Context: an optimization exercise on an open-source flow, tuned for small area. The choices shown serve that exercise and are no tape-out recipe. Only simulation tests tie the RTL to the original design; equivalence was not proved.

==> inputs of wip/nickel <==
// fcps
module fcps (
    input  wire        clk,
    input  wire        rst,
    input  wire        bus_we,
    input  wire [8:0]  bus_addr,
    input  wire [31:0] bus_wdata,
    output reg  [31:0] bus_rdata,
    output wire        irq,
    input  wire        tick,
    output wire        tp_open_req,
    output wire [31:0] tp_baud,
    input  wire        tp_open_ok,
    input  wire        tp_open_err,
    output wire        rts,
    output wire        dtr,
    input  wire        tp_rts_unsup,
    input  wire        tp_dtr_unsup,
    output wire        tp_flush_in,
    output wire        tp_flush_out,
    output wire        tx_valid,
    output wire [7:0]  tx_data,
    input  wire        tx_ready,
    input  wire        tp_wr_err,
    input  wire        rx_valid,
    input  wire [7:0]  rx_data,
    output wire        tp_close
);
export LEC_CHECK = 0
export CAP_MARGIN = 20
export CORE_MARGIN = 2
export CORE_UTILIZATION = 65
export SLEW_MARGIN = 20
export SYNTH_HIERARCHICAL = 1
create_clock -name core_clock -period 20.0 [get_ports {clk}]
standard.sh (not shown) runs the stock make flow with config.mk's settings and CLKGATE_MAP_FILE= SYNTH_SCRIPT=/design/flow/synth_recipe.tcl, a recipe that flattens the netlist after the stock synthesis.
==> flow/flow/run.sh <==
#!/bin/bash
# The standard layout, with the clock tree built without dummy loads from
# clkbuf_8 clusters, and the ports buffered with the smallest buffer.
set -euo pipefail
CTS="-sink_clustering_enable -repair_clock_nets -dont_use_dummy_load"
CTS="$CTS -buf_list sky130_fd_sc_hd__clkbuf_8 -sink_clustering_size 16 -sink_clustering_max_diameter 50"
bash standard.sh "CTS_ARGS=$CTS" "BUFFER_PORTS_ARGS=-buffer_cell sky130_fd_sc_hd__buf_1" finish > flow_make.log 2>&1
==> wip/delta (differences from wip/nickel) <==
--- a/flow/design.v
+++ b/flow/design.v
@@ -62,19 +62,18 @@
     reg [7:0]   tx_op;
     reg [8:0]   rxlen;
     reg [8:0]   plen;
     reg [1:0]   bi, wi;
     reg         vi;
     reg [4:0]   att;
     reg         attf;           
     reg [127:0] hist;
-    reg [31:0]  cnt, icnt;      
-    wire        cnt_z = (cnt == 32'd0);
-    wire        icnt_ge;        
+    reg [31:0]  tcnt;           
+    wire        tge;            
     reg [1:0]   txi, bsel;
     reg [3:0]   outcome;
     reg         rcont, capen;
     reg         rts_q, dtr_q;
     reg [8*RXCAP-1:0] rxbuf;         
     wire busy = (phase != PH_IDLE) || cancel_pend || close_pend;
     function [17:0] wake_seq;
         input [1:0] id;
@@ -204,19 +203,19 @@
     wire l2_ok = !busy && !topen;
     reg cap_we;              
     always @* begin
         cap_we = 1'b0;
         if (rx_valid) begin
             if (phase == PH_AWAIT) begin
                 if (!cancel_pend) begin
                     if (rxlen == 9'd0)
-                        cap_we = !cnt_z;
+                        cap_we = !tge;
                     else
-                        cap_we = !(rxlen == RXCAP || icnt_ge);
+                        cap_we = !(rxlen == RXCAP || tge);
                 end
             end else if (phase != PH_PURGE && capen && rxlen < RXCAP) begin
                 cap_we = 1'b1;
             end
         end
     end
     wire win_we = bus_we && wr_w[6] && l2_ok;
     wire [5:0] wa_word = win_we ? wr_w[5:0] : rxlen[7:2];
@@ -315,37 +314,35 @@
     generate
         for (hi = 0; hi < 32; hi = hi + 1) begin : g_hist
             fcps_holdv #(4) u_h (.en(h_clr || (h_we && att == 5'(hi))), .d(h_clr ? 4'hF : h_val),
                                  .q(hist[4*hi +: 4]), .nx(hist_nx[4*hi +: 4]));
         end
     endgenerate
     always @(posedge clk) hist <= hist_nx;
     wire tx_last    = ({1'b0, txi} == txlen - 3'd1);
-    wire ld_settle  = (phase == PH_RTS) || (phase == PH_DTR);
-    wire ld_resp    = ((phase == PH_TX) && !cancel_pend && !tp_wr_err && tx_ready && tx_last && runf) ||
+    wire aw_entry   = ((phase == PH_TX) && !cancel_pend && !tp_wr_err && tx_ready && tx_last && runf) ||
                       (op_accept && opc == OP_AWAIT);
-    wire ld_quiet   = ((phase == PH_NEXT) && (outcome != R_OK) &&
+    wire to_quiet   = ((phase == PH_NEXT) && (outcome != R_OK) &&
                        (!vi || ({1'b0, wi} + 3'd1 < nwake))) ||
                       ((phase == PH_CLOSE) && runf && rcont);
-    wire cnt_dec    = tick && !cnt_z && !cancel_pend &&
-                      ((phase == PH_SETTLE1) || (phase == PH_SETTLE2) || (phase == PH_QUIET) ||
-                       ((phase == PH_AWAIT) && (rxlen == 9'd0) && !rx_valid));
-    wire icnt_clr   = rst || cap_we || (phase == PH_PURGE) ||
-                      (op_accept && opc == OP_SEND && sstate == SS_DECODED);
-    wire [31:0] cnt_nx;
-    fcps_cntnx  u_cntnx  (.cnt(cnt), .t_settle(t_settle), .t_resp(t_resp), .t_quiet(t_quiet),
-                          .ld_settle(ld_settle), .ld_resp(ld_resp), .ld_quiet(ld_quiet),
-                          .dec(cnt_dec), .nx(cnt_nx));
-    assign icnt_ge = (icnt >= t_idle);
-    always @(posedge clk) begin
-        cnt <= cnt_nx;
-        if (icnt_clr)  icnt <= 32'd0;
-        else if (tick) icnt <= sat_inc(icnt);
-    end
+    wire tcnt_clr   = rst || cap_we || (phase == PH_PURGE) ||
+                      (op_accept && opc == OP_SEND && sstate == SS_DECODED) ||
+                      (phase == PH_RTS) || (phase == PH_DTR) || to_quiet ||
+                      (aw_entry && rxlen == 9'd0);
+    wire        aw0     = (phase == PH_AWAIT) && (rxlen == 9'd0);
+    wire [3:0]  tlim_oh = {(phase == PH_AWAIT) && !aw0, (phase == PH_QUIET), aw0,
+                           (phase == PH_SETTLE1) || (phase == PH_SETTLE2)};
+    wire [31:0] tlim;
+    wire [31:0] tcnt_nx;
+    fcps_mux4oh u_tlim (.oh(tlim_oh), .d0(t_settle), .d1(t_resp), .d2(t_quiet), .d3(t_idle), .q(tlim));
+    assign tge     = (tcnt >= tlim);
+    assign tcnt_nx = tcnt_clr ? 32'd0 : tick ? sat_inc(tcnt) : tcnt;
+    always @(posedge clk)
+        tcnt <= tcnt_nx;
     task do_finish;
         input [3:0] r;
         input       close_pend_next;
         begin
             result      <= r;
             runf        <= 1'b0;
             rcont       <= 1'b0;
             cancel_pend <= 1'b0;
@@ -446,27 +443,27 @@
                 end
                 PH_RTS: begin
                     rts_q   <= 1'b0;
                     lcu_rts <= lcu_rts | tp_rts_unsup;
                     phase   <= PH_SETTLE1;
                 end
                 PH_SETTLE1: begin
                     if (cancel_pend)            do_abort;
-                    else if (cnt_z)   phase <= PH_DTR;
+                    else if (tge)   phase <= PH_DTR;
                     ;
                 end
                 PH_DTR: begin
                     dtr_q   <= 1'b0;
                     lcu_dtr <= lcu_dtr | tp_dtr_unsup;
                     phase   <= PH_SETTLE2;
                 end
                 PH_SETTLE2: begin
                     if (cancel_pend)            do_abort;
-                    else if (cnt_z) begin
+                    else if (tge) begin
                         sstate <= SS_LINECOND;
                         phase  <= PH_PURGE;
                     end
                 end
                 PH_PURGE: begin
                     rxlen   <= 9'd0;
                     rx_ovf  <= 1'b0;
                     rx_late <= 1'b0;
@@ -504,20 +501,20 @@
                             txi <= txi + 2'd1;
                         end
                     end
                 end
                 PH_AWAIT: begin
                     if (cancel_pend) begin
                         do_abort;
                     end else if (rxlen == 9'd0) begin
-                        if (cnt_z)      do_outcome(R_TIMEOUT);
+                        if (tge)      do_outcome(R_TIMEOUT);
                         else if (rx_valid)      rxlen <= 9'd1;
                     end else begin
-                        if (rxlen == RXCAP || icnt_ge)
+                        if (rxlen == RXCAP || tge)
                             do_outcome(dec_cap);
                         else if (rx_valid)
                             rxlen <= rxlen + 9'd1;
                     end
                 end
                 PH_NEXT: begin
                     attf <= 1'b1;
                     if (outcome == R_OK) begin
@@ -558,17 +555,17 @@
                         phase <= PH_QUIET;
                     end else begin
                         do_finish(outcome, 1'b0);
                     end
                 end
                 PH_QUIET: begin
                     if (cancel_pend) begin
                         do_abort;
-                    end else if (cnt_z) begin
+                    end else if (tge) begin
                         if (topen) begin
                             phase <= PH_PURGE;
                         end else begin
                             sstate <= SS_CREATED;
                             bsel   <= bi;
                             phase  <= PH_OPEN;
                         end
                     end
@@ -712,32 +709,16 @@
     wire en_n = ~en;
     genvar i;
     generate
         for (i = 0; i < W; i = i + 1) begin : g
             fcps_hold u_hold (.en(en), .en_n(en_n), .d(d[i]), .q(q[i]), .nx(nx[i]));
         end
     endgenerate
 endmodule
-module fcps_cntnx (
-    input  wire [31:0] cnt, t_settle, t_resp, t_quiet,
-    input  wire        ld_settle, ld_resp, ld_quiet, dec,
-    output wire [31:0] nx
-);
-    wire [31:0] tsel_n;
-    genvar i;
-    generate
-        for (i = 0; i < 32; i = i + 1) begin : g
-            fcps_aoi222 u_aoi (.a1(ld_settle), .a2(t_settle[i]), .b1(ld_resp), .b2(t_resp[i]),
-                               .c1(ld_quiet), .c2(t_quiet[i]), .y(tsel_n[i]));
-        end
-    endgenerate
-    wire ld = ld_settle | ld_resp | ld_quiet;
-    assign nx = ld ? ~tsel_n : cnt - {31'd0, dec};
-endmodule
 module fcps_mux4oh (
     input  wire [3:0]  oh,
     input  wire [31:0] d0, d1, d2, d3,
     output wire [31:0] q
 );
     genvar i;
     generate
         for (i = 0; i < 32; i = i + 1) begin : g
==> flow/config.mk (replaced) <==
export PLATFORM = sky130hd
export DESIGN_NAME = fcps
export DESIGN_NICKNAME = fcps
export VERILOG_FILES = /design/flow/design.v
export SDC_FILE = /design/flow/constraint.sdc
export NUM_CORES = 8
export LEC_CHECK = 0
export CAP_MARGIN = 25
export CORE_MARGIN = 2
export CORE_UTILIZATION = 65
export SLEW_MARGIN = 20
export SYNTH_HIERARCHICAL = 1
==> wip/raven (differences from wip/nickel) <==
--- a/flow/design.v
+++ b/flow/design.v
@@ -64,19 +64,18 @@
     reg [8:0]   plen;
     reg [1:0]   bi, wi;
     reg         vi;
     reg [4:0]   att;
     reg         attf;           
     reg [127:0] hist;
     reg [31:0]  cnt, icnt;      
     wire        cnt_z = (cnt == 32'd0);
-    wire        icnt_ge;        
     reg [1:0]   txi, bsel;
-    reg [3:0]   outcome;
+    reg [3:0]   outcome, finres;
     reg         rcont, capen;
     reg         rts_q, dtr_q;
     reg [8*RXCAP-1:0] rxbuf;         
     wire busy = (phase != PH_IDLE) || cancel_pend || close_pend;
     function [17:0] wake_seq;
         input [1:0] id;
         case (id)
             2'd0: wake_seq = {2'd0, 8'h00, 8'h00};
@@ -137,30 +136,30 @@
             2'd2: wsel = wl[5:4];
             default: wsel = wl[7:6];
         endcase
     endfunction
     wire [17:0] tx_wseq = wake_seq(tx_wid);
     wire [34:0] tx_enc  = enc(tx_op, tx_ck, tx_wid);
     wire [31:0] txbuf   = tx_w ? {16'd0, tx_wseq[15:0]} : tx_enc[31:0];
     wire [2:0]  txlen   = tx_w ? {1'b0, tx_wseq[17:16]} : tx_enc[34:32];
-    reg        last_ea;      
+    reg  [7:0] lastb;
     wire [7:0] last_idx = rxlen[7:0] - 8'd1;
     wire [7:0] rx_b0    = rxbuf[7:0];
     wire [7:0] rx_b1    = rxbuf[15:8];
-    wire [3:0] dec_cap  = dec(rxlen, rx_b0, rx_b1, last_ea ? 8'hEA : 8'h00);       
+    wire [3:0] dec_cap  = dec(rxlen, rx_b0, rx_b1, lastb);       
     wire [3:0] dec_now;                                         
     wire [8:0] rxlen_host = (bus_wdata[8:0] > RXCAP) ? RXCAP : bus_wdata[8:0];
     wire [5:0]  win_sel  = bus_addr[8] ? bus_addr[7:2] : last_idx[7:2];
     wire [31:0] win_word;
     fcps_winmux u_winmux (.words(rxbuf), .sel(win_sel), .word(win_word));
     assign irq          = done;
     assign tp_open_req  = (phase == PH_OPEN);
-    wire [3:0]  bsel_oh     = 4'd1 << bsel;
-    fcps_mux4oh u_baudmux (.oh(bsel_oh), .d0(baud0), .d1(baud1), .d2(baud2), .d3(baud3), .q(tp_baud));
+    assign tp_baud      = (bsel == 2'd0) ? baud0 : (bsel == 2'd1) ? baud1 :
+                          (bsel == 2'd2) ? baud2 : baud3;
     assign rts          = rts_q;
     assign dtr          = dtr_q;
     assign tp_flush_in  = (phase == PH_PURGE);
     assign tp_flush_out = (phase == PH_PURGE);
     assign tx_valid     = (phase == PH_TX);
     assign tx_data      = txbuf[8*txi +: 8];
     assign tp_close     = (phase == PH_CLOSE);
     wire [31:0] status = {8'h00, phase, close_pend, cancel_pend, operr, rx_late, rx_ovf,
@@ -206,17 +205,17 @@
     always @* begin
         cap_we = 1'b0;
         if (rx_valid) begin
             if (phase == PH_AWAIT) begin
                 if (!cancel_pend) begin
                     if (rxlen == 9'd0)
                         cap_we = !cnt_z;
                     else
-                        cap_we = !(rxlen == RXCAP || icnt_ge);
+                        cap_we = !(rxlen == RXCAP || icnt >= t_idle);
                 end
             end else if (phase != PH_PURGE && capen && rxlen < RXCAP) begin
                 cap_we = 1'b1;
             end
         end
     end
     wire win_we = bus_we && wr_w[6] && l2_ok;
     wire [5:0] wa_word = win_we ? wr_w[5:0] : rxlen[7:2];
@@ -234,17 +233,17 @@
             for (bj = 0; bj < 8; bj = bj + 1) begin : g_bit
                 fcps_hold u_hold (.en(en), .en_n(en_n), .d(wa_data[8*(gi % 4) + bj]),
                                   .q(rxbuf[8*gi + bj]), .nx(rxbuf_nx[8*gi + bj]));
             end
         end
     endgenerate
     always @(posedge clk) rxbuf <= rxbuf_nx;
     always @(posedge clk)
-        if (cap_we) last_ea <= (rx_data == 8'hEA);
+        if (cap_we) lastb <= rx_data;
     assign dec_now = dec(rxlen, rx_b0, rx_b1, win_word[8*last_idx[1:0] +: 8]);
     wire w_cmd   = bus_we && wr_w == 7'h02 && l1_ok;
     wire w_wake  = bus_we && wr_w == 7'h03 && l1_ok;
     wire w_baud0 = bus_we && wr_w == 7'h04 && l2_ok;
     wire w_baud1 = bus_we && wr_w == 7'h05 && l2_ok;
     wire w_baud2 = bus_we && wr_w == 7'h06 && l2_ok;
     wire w_baud3 = bus_we && wr_w == 7'h07 && l2_ok;
     wire w_nbaud = bus_we && wr_w == 7'h08 && l2_ok;
@@ -314,38 +313,16 @@
     genvar hi;
     generate
         for (hi = 0; hi < 32; hi = hi + 1) begin : g_hist
             fcps_holdv #(4) u_h (.en(h_clr || (h_we && att == 5'(hi))), .d(h_clr ? 4'hF : h_val),
                                  .q(hist[4*hi +: 4]), .nx(hist_nx[4*hi +: 4]));
         end
     endgenerate
     always @(posedge clk) hist <= hist_nx;
-    wire tx_last    = ({1'b0, txi} == txlen - 3'd1);
-    wire ld_settle  = (phase == PH_RTS) || (phase == PH_DTR);
-    wire ld_resp    = ((phase == PH_TX) && !cancel_pend && !tp_wr_err && tx_ready && tx_last && runf) ||
-                      (op_accept && opc == OP_AWAIT);
-    wire ld_quiet   = ((phase == PH_NEXT) && (outcome != R_OK) &&
-                       (!vi || ({1'b0, wi} + 3'd1 < nwake))) ||
-                      ((phase == PH_CLOSE) && runf && rcont);
-    wire cnt_dec    = tick && !cnt_z && !cancel_pend &&
-                      ((phase == PH_SETTLE1) || (phase == PH_SETTLE2) || (phase == PH_QUIET) ||
-                       ((phase == PH_AWAIT) && (rxlen == 9'd0) && !rx_valid));
-    wire icnt_clr   = rst || cap_we || (phase == PH_PURGE) ||
-                      (op_accept && opc == OP_SEND && sstate == SS_DECODED);
-    wire [31:0] cnt_nx;
-    fcps_cntnx  u_cntnx  (.cnt(cnt), .t_settle(t_settle), .t_resp(t_resp), .t_quiet(t_quiet),
-                          .ld_settle(ld_settle), .ld_resp(ld_resp), .ld_quiet(ld_quiet),
-                          .dec(cnt_dec), .nx(cnt_nx));
-    assign icnt_ge = (icnt >= t_idle);
-    always @(posedge clk) begin
-        cnt <= cnt_nx;
-        if (icnt_clr)  icnt <= 32'd0;
-        else if (tick) icnt <= sat_inc(icnt);
-    end
     task do_finish;
         input [3:0] r;
         input       close_pend_next;
         begin
             result      <= r;
             runf        <= 1'b0;
             rcont       <= 1'b0;
             cancel_pend <= 1'b0;
@@ -362,17 +339,17 @@
                 sstate <= SS_TIMEDOUT;
                 plen   <= 9'd0;
                 if (rx_valid) rx_late <= 1'b1;
             end
             if (runf && (phase == PH_TX || phase == PH_AWAIT)) begin
                 attf <= 1'b1;
             end
             if (topen && (runf || close_pend || phase == PH_SETTLE1 || phase == PH_SETTLE2)) begin
-                outcome <= R_TIMEOUT;
+                finres <= R_TIMEOUT;
                 rcont  <= 1'b0;
                 phase  <= PH_CLOSE;
             end else begin
                 do_finish(R_TIMEOUT, close_pend);
             end
         end
     endtask
     task do_outcome;
@@ -397,26 +374,26 @@
     endtask
     always @(posedge clk) begin
         if (rst) begin
             sstate <= SS_CREATED; runf <= 1'b0; done <= 1'b0; topen <= 1'b0;
             result <= R_NONE; lcu_rts <= 1'b0; lcu_dtr <= 1'b0; rx_ovf <= 1'b0; rx_late <= 1'b0;
             operr <= 2'd0; cancel_pend <= 1'b0; close_pend <= 1'b0; phase <= PH_IDLE;
             rxlen <= 9'd0; plen <= 9'd0;
             bi <= 2'd0; wi <= 2'd0; vi <= 1'b0; att <= 5'd0; attf <= 1'b0;
-            txi <= 2'd0; bsel <= 2'd0;
-            outcome <= R_NONE; rcont <= 1'b0; capen <= 1'b0;
+            icnt <= 32'd0; txi <= 2'd0; bsel <= 2'd0;
+            outcome <= R_NONE; finres <= R_NONE; rcont <= 1'b0; capen <= 1'b0;
             rts_q <= 1'b0; dtr_q <= 1'b0;
         end else begin
             case (phase)
                 PH_IDLE: begin
                     if (close_pend) begin
                         cancel_pend <= 1'b0;
                         if (topen) begin
-                            outcome <= result;
+                            finres <= result;
                             done   <= 1'b0;
                             phase  <= PH_CLOSE;
                         end else begin
                             sstate     <= SS_CLOSED;
                             close_pend <= 1'b0;
                             done       <= 1'b1;
                         end
                     end else if (cancel_pend) begin
@@ -431,45 +408,47 @@
                         end
                         do_finish(R_OPENERR, close_pend);
                     end else if (tp_open_ok) begin
                         topen <= 1'b1;
                         rts_q <= linecfg[0];
                         dtr_q <= linecfg[1];
                         if (cancel_pend) begin
                             cancel_pend <= 1'b0;
-                            outcome <= R_TIMEOUT;
+                            finres <= R_TIMEOUT;
                             rcont  <= 1'b0;
                             phase  <= PH_CLOSE;
                         end else begin
                             phase <= PH_RTS;
                         end
                     end
                 end
                 PH_RTS: begin
                     rts_q   <= 1'b0;
                     lcu_rts <= lcu_rts | tp_rts_unsup;
+                    cnt     <= t_settle;
                     phase   <= PH_SETTLE1;
                 end
                 PH_SETTLE1: begin
                     if (cancel_pend)            do_abort;
                     else if (cnt_z)   phase <= PH_DTR;
-                    ;
+                    else if (tick)              cnt <= cnt - 32'd1;
                 end
                 PH_DTR: begin
                     dtr_q   <= 1'b0;
                     lcu_dtr <= lcu_dtr | tp_dtr_unsup;
+                    cnt     <= t_settle;
                     phase   <= PH_SETTLE2;
                 end
                 PH_SETTLE2: begin
                     if (cancel_pend)            do_abort;
                     else if (cnt_z) begin
                         sstate <= SS_LINECOND;
                         phase  <= PH_PURGE;
-                    end
+                    end else if (tick)          cnt <= cnt - 32'd1;
                 end
                 PH_PURGE: begin
                     rxlen   <= 9'd0;
                     rx_ovf  <= 1'b0;
                     rx_late <= 1'b0;
                     capen   <= 1'b1;
                     sstate  <= SS_PURGED;
                     if (runf) begin
@@ -490,104 +469,114 @@
                             phase   <= PH_NEXT;
                         end else begin
                             do_finish(R_WRITEERR, close_pend);
                         end
                     end else if (tx_ready) begin
                         if ({1'b0, txi} == txlen - 3'd1) begin
                             if (runf) begin
                                 sstate <= SS_AWAITING;
+                                cnt    <= t_resp;
                                 phase  <= PH_AWAIT;
                             end else begin
                                 sstate <= SS_SENT;
                                 do_finish(R_OK, close_pend);
                             end
                         end else begin
                             txi <= txi + 2'd1;
                         end
                     end
                 end
                 PH_AWAIT: begin
                     if (cancel_pend) begin
                         do_abort;
                     end else if (rxlen == 9'd0) begin
                         if (cnt_z)      do_outcome(R_TIMEOUT);
                         else if (rx_valid)      rxlen <= 9'd1;
+                        else if (tick)          cnt <= cnt - 32'd1;
                     end else begin
-                        if (rxlen == RXCAP || icnt_ge)
+                        if (rxlen == RXCAP || icnt >= t_idle)
                             do_outcome(dec_cap);
                         else if (rx_valid)
                             rxlen <= rxlen + 9'd1;
                     end
                 end
                 PH_NEXT: begin
                     attf <= 1'b1;
                     if (outcome == R_OK) begin
-                        outcome <= R_OK;
+                        finres <= R_OK;
                         rcont  <= 1'b0;
                         phase  <= PH_CLOSE;
                     end else if (vi == 1'b0) begin
                         vi  <= 1'b1;
                         att <= att + 5'd1; attf <= 1'b0;
+                        cnt <= t_quiet;
                         phase <= PH_QUIET;
                     end else if ({1'b0, wi} + 3'd1 < nwake) begin
                         wi  <= wi + 2'd1;
                         vi  <= 1'b0;
                         att <= att + 5'd1; attf <= 1'b0;
+                        cnt <= t_quiet;
                         phase <= PH_QUIET;
                     end else if ({1'b0, bi} + 3'd1 < nbaud) begin
                         bi  <= bi + 2'd1;
                         wi  <= 2'd0;
                         vi  <= 1'b0;
                         att <= att + 5'd1; attf <= 1'b0;
                         rcont <= 1'b1;
                         phase <= PH_CLOSE;
                     end else begin
-                        outcome <= R_EXHAUSTED;
+                        finres <= R_EXHAUSTED;
                         rcont  <= 1'b0;
                         phase  <= PH_CLOSE;
                     end
                 end
                 PH_CLOSE: begin
                     topen      <= 1'b0;
                     capen      <= 1'b0;
                     rts_q      <= 1'b0;
                     dtr_q      <= 1'b0;
                     sstate     <= SS_CLOSED;
                     close_pend <= 1'b0;
                     if (runf && rcont) begin
                         rcont <= 1'b0;
+                        cnt   <= t_quiet;
                         phase <= PH_QUIET;
                     end else begin
-                        do_finish(outcome, 1'b0);
+                        do_finish(finres, 1'b0);
                     end
                 end
                 PH_QUIET: begin
                     if (cancel_pend) begin
                         do_abort;
                     end else if (cnt_z) begin
                         if (topen) begin
                             phase <= PH_PURGE;
                         end else begin
                             sstate <= SS_CREATED;
                             bsel   <= bi;
                             phase  <= PH_OPEN;
                         end
+                    end else if (tick) begin
+                        cnt <= cnt - 32'd1;
                     end
                 end
                 default: ;
             endcase
             if (phase != PH_AWAIT && rx_valid && phase != PH_PURGE) begin
                 if (capen) begin
                     if (rxlen < RXCAP) rxlen <= rxlen + 9'd1;
                     else               rx_ovf <= 1'b1;
                 end else if (topen) begin
                     rx_late <= 1'b1;
                 end
             end
+            if (cap_we)                  icnt <= 32'd0;
+            else if (phase == PH_PURGE)  icnt <= 32'd0;
+            else if (tick)               icnt <= sat_inc(icnt);
             if (bus_we) begin
                 case (wr_w)
                     7'h00: begin
                         if (badop) begin
                             operr <= 2'd1;
                         end else if (!legal) begin
                             operr <= 2'd2;
                         end else begin
@@ -618,30 +607,32 @@
                                 end
                                 OP_PURGE: phase <= PH_PURGE;
                                 OP_SEND: begin
                                     txi   <= 2'd0;
                                     if (sstate == SS_DECODED) begin
                                         rxlen   <= 9'd0;
                                         rx_ovf  <= 1'b0;
                                         rx_late <= 1'b0;
+                                        icnt    <= 32'd0;
                                         capen   <= 1'b1;
                                     end
                                     phase <= PH_TX;
                                 end
                                 OP_AWAIT: begin
                                     sstate <= SS_AWAITING;
+                                    cnt    <= t_resp;
                                     phase  <= PH_AWAIT;
                                 end
                                 OP_CLOSE: begin
                                     if (busy) begin
                                         cancel_pend <= 1'b1;
                                         close_pend  <= 1'b1;
                                     end else if (topen) begin
-                                        outcome <= R_OK;
+                                        finres <= R_OK;
                                         phase  <= PH_CLOSE;
                                     end else begin
                                         sstate <= SS_CLOSED;
                                         result <= R_OK;
                                         done   <= 1'b1;
                                     end
                                 end
                                 OP_RUN: begin
@@ -670,28 +661,28 @@
         end
     end
 endmodule
 module fcps_winmux (
     input  wire [2047:0] words,
     input  wire [5:0]    sel,
     output wire [31:0]   word
 );
-    wire [63:0] oh = 64'd1 << sel;
+    wire [65:0]   oh = {2'b00, 64'd1 << sel};
+    wire [2111:0] w  = {64'd0, words};           
     genvar b, k;
     generate
         for (b = 0; b < 32; b = b + 1) begin : g_bit
             wire [21:0] t;
-            for (k = 0; k < 21; k = k + 1) begin : g_term
-                fcps_aoi222 u_aoi (.a1(oh[3*k]),     .a2(words[32*(3*k) + b]),
-                                   .b1(oh[3*k + 1]), .b2(words[32*(3*k + 1) + b]),
-                                   .c1(oh[3*k + 2]), .c2(words[32*(3*k + 2) + b]),
+            for (k = 0; k < 22; k = k + 1) begin : g_term
+                fcps_aoi222 u_aoi (.a1(oh[3*k]),     .a2(w[32*(3*k) + b]),
+                                   .b1(oh[3*k + 1]), .b2(w[32*(3*k + 1) + b]),
+                                   .c1(oh[3*k + 2]), .c2(w[32*(3*k + 2) + b]),
                                    .y(t[k]));
             end
-            fcps_nand2 u_last (.a(oh[63]), .b(words[32*63 + b]), .y(t[21]));
             assign word[b] = ~&t;
         end
     endgenerate
 endmodule
 module fcps_aoi222 (
     input  wire a1, a2, b1, b2, c1, c2,
     output wire y
 );
@@ -712,48 +703,16 @@
     wire en_n = ~en;
     genvar i;
     generate
         for (i = 0; i < W; i = i + 1) begin : g
             fcps_hold u_hold (.en(en), .en_n(en_n), .d(d[i]), .q(q[i]), .nx(nx[i]));
         end
     endgenerate
 endmodule
-module fcps_cntnx (
-    input  wire [31:0] cnt, t_settle, t_resp, t_quiet,
-    input  wire        ld_settle, ld_resp, ld_quiet, dec,
-    output wire [31:0] nx
-);
-    wire [31:0] tsel_n;
-    genvar i;
-    generate
-        for (i = 0; i < 32; i = i + 1) begin : g
-            fcps_aoi222 u_aoi (.a1(ld_settle), .a2(t_settle[i]), .b1(ld_resp), .b2(t_resp[i]),
-                               .c1(ld_quiet), .c2(t_quiet[i]), .y(tsel_n[i]));
-        end
-    endgenerate
-    wire ld = ld_settle | ld_resp | ld_quiet;
-    assign nx = ld ? ~tsel_n : cnt - {31'd0, dec};
-endmodule
-module fcps_mux4oh (
-    input  wire [3:0]  oh,
-    input  wire [31:0] d0, d1, d2, d3,
-    output wire [31:0] q
-);
-    genvar i;
-    generate
-        for (i = 0; i < 32; i = i + 1) begin : g
-            wire t0, t1;
-            fcps_aoi222 u_aoi (.a1(oh[0]), .a2(d0[i]), .b1(oh[1]), .b2(d1[i]), .c1(oh[2]), .c2(d2[i]),
-                               .y(t0));
-            fcps_nand2 u_n3 (.a(oh[3]), .b(d3[i]), .y(t1));
-            fcps_nand2 u_o (.a(t0), .b(t1), .y(q[i]));
-        end
-    endgenerate
-endmodule
 module fcps_regmux (
     input  wire [23:0]  oh,
     input  wire [767:0] regw,
     output wire [31:0]  q
 );
     wire t0_0;
     fcps_aoi222 u_t0_0 (.a1(oh[0]), .a2(regw[0]), .b1(oh[1]), .b2(regw[32]), .c1(oh[2]), .c2(regw[64]), .y(t0_0));
     wire t0_1;
==> flow/config.mk (replaced) <==
export PLATFORM = sky130hd
export DESIGN_NAME = fcps
export DESIGN_NICKNAME = fcps
export VERILOG_FILES = /design/flow/design.v
export SDC_FILE = /design/flow/constraint.sdc
export NUM_CORES = 8
export LEC_CHECK = 0
export CAP_MARGIN = 20
export CORE_MARGIN = 2
export CORE_UTILIZATION = 50
export SLEW_MARGIN = 20
export SYNTH_HIERARCHICAL = 1
==> results_dict.tcl <==
set metrics [dict create \
    instances_no_fill 11400 \
    clock-sinks 2583 \
    path_clk_slew_ns 0.08 \
    power_mw 8.70 \
    vias_per_cell 8.30 \
    critical_path.max_stage_delay_ns 1.21 \
    met3_usage_pct 21.5 \
    multi_input_gates 6051 \
    seq_share_pct 48.8 \
    nets 9453 \
    run_status "complete, no violations" \
]
The numbers above come from wip/delta.

==> results_dict.tcl <==
set metrics [dict create \
    critical_path.max_stage_delay_ns 1.04 \
    nets 9700 \
    multi_input_gates 6227 \
    seq_share_pct 48.2 \
    met3_usage_pct 11.8 \
    run_status "complete, no violations" \
    clock-sinks 2626 \
    path_clk_slew_ns 0.05 \
    instances_no_fill 12200 \
]
The numbers above come from wip/raven.

==> results_dict.tcl <==
set metrics [dict create \
    met3_usage_pct 22.4 \
    multi_input_gates 6127 \
    nets 9547 \
    instances_no_fill 11500 \
    seq_share_pct 48.9 \
    path_clk_slew_ns 0.07 \
    run_status "complete, no violations" \
    clock-sinks 2615 \
    vias_per_cell 8.22 \
]
The numbers above come from wip/nickel.

==> separate check: timing with driven ports <==
The results above use ideal ports. As a check the final layouts listed here were re-extracted and re-timed, cells and wires unchanged. Step 1, drivers: a clkbuf_16 drives clk and a buf_2 each remaining input, both assumed. Step 2 times the ports against the registers' clock, not the clock port: input delays grow and output delays shrink by t, the midpoint of the rising clock arrivals with the driver on. Slacks: ideal ports / drivers / drivers and shift; pairs: ideal ports / drivers.
| run | t (ns) | slack for setup (ns) | worst hold slack (ns) | latest minus earliest clock arrival (ns) | worst register clock-pin slew, ns |
|---|---|---|---|---|---|
| wip/nickel | 1.044 | 6.098 / 6.069 / 6.069 | 0.473 / 0.473 / 0.473 | 0.124 / 0.124 | 0.11 / 0.11 |
| wip/delta | 1.026 | 6.390 / 6.364 / 6.364 | 0.475 / 0.475 / 0.475 | 0.140 / 0.139 | 0.11 / 0.11 |
| wip/raven | 1.123 | 6.382 / 6.360 / 6.360 | 0.471 / 0.471 / 0.471 | 0.152 / 0.152 | 0.11 / 0.11 |
After both steps every run listed still meets setup and hold. The setup slack of wip/nickel, which loses most, moves by -0.029 ns with the drivers and by -0.029 ns with both steps.
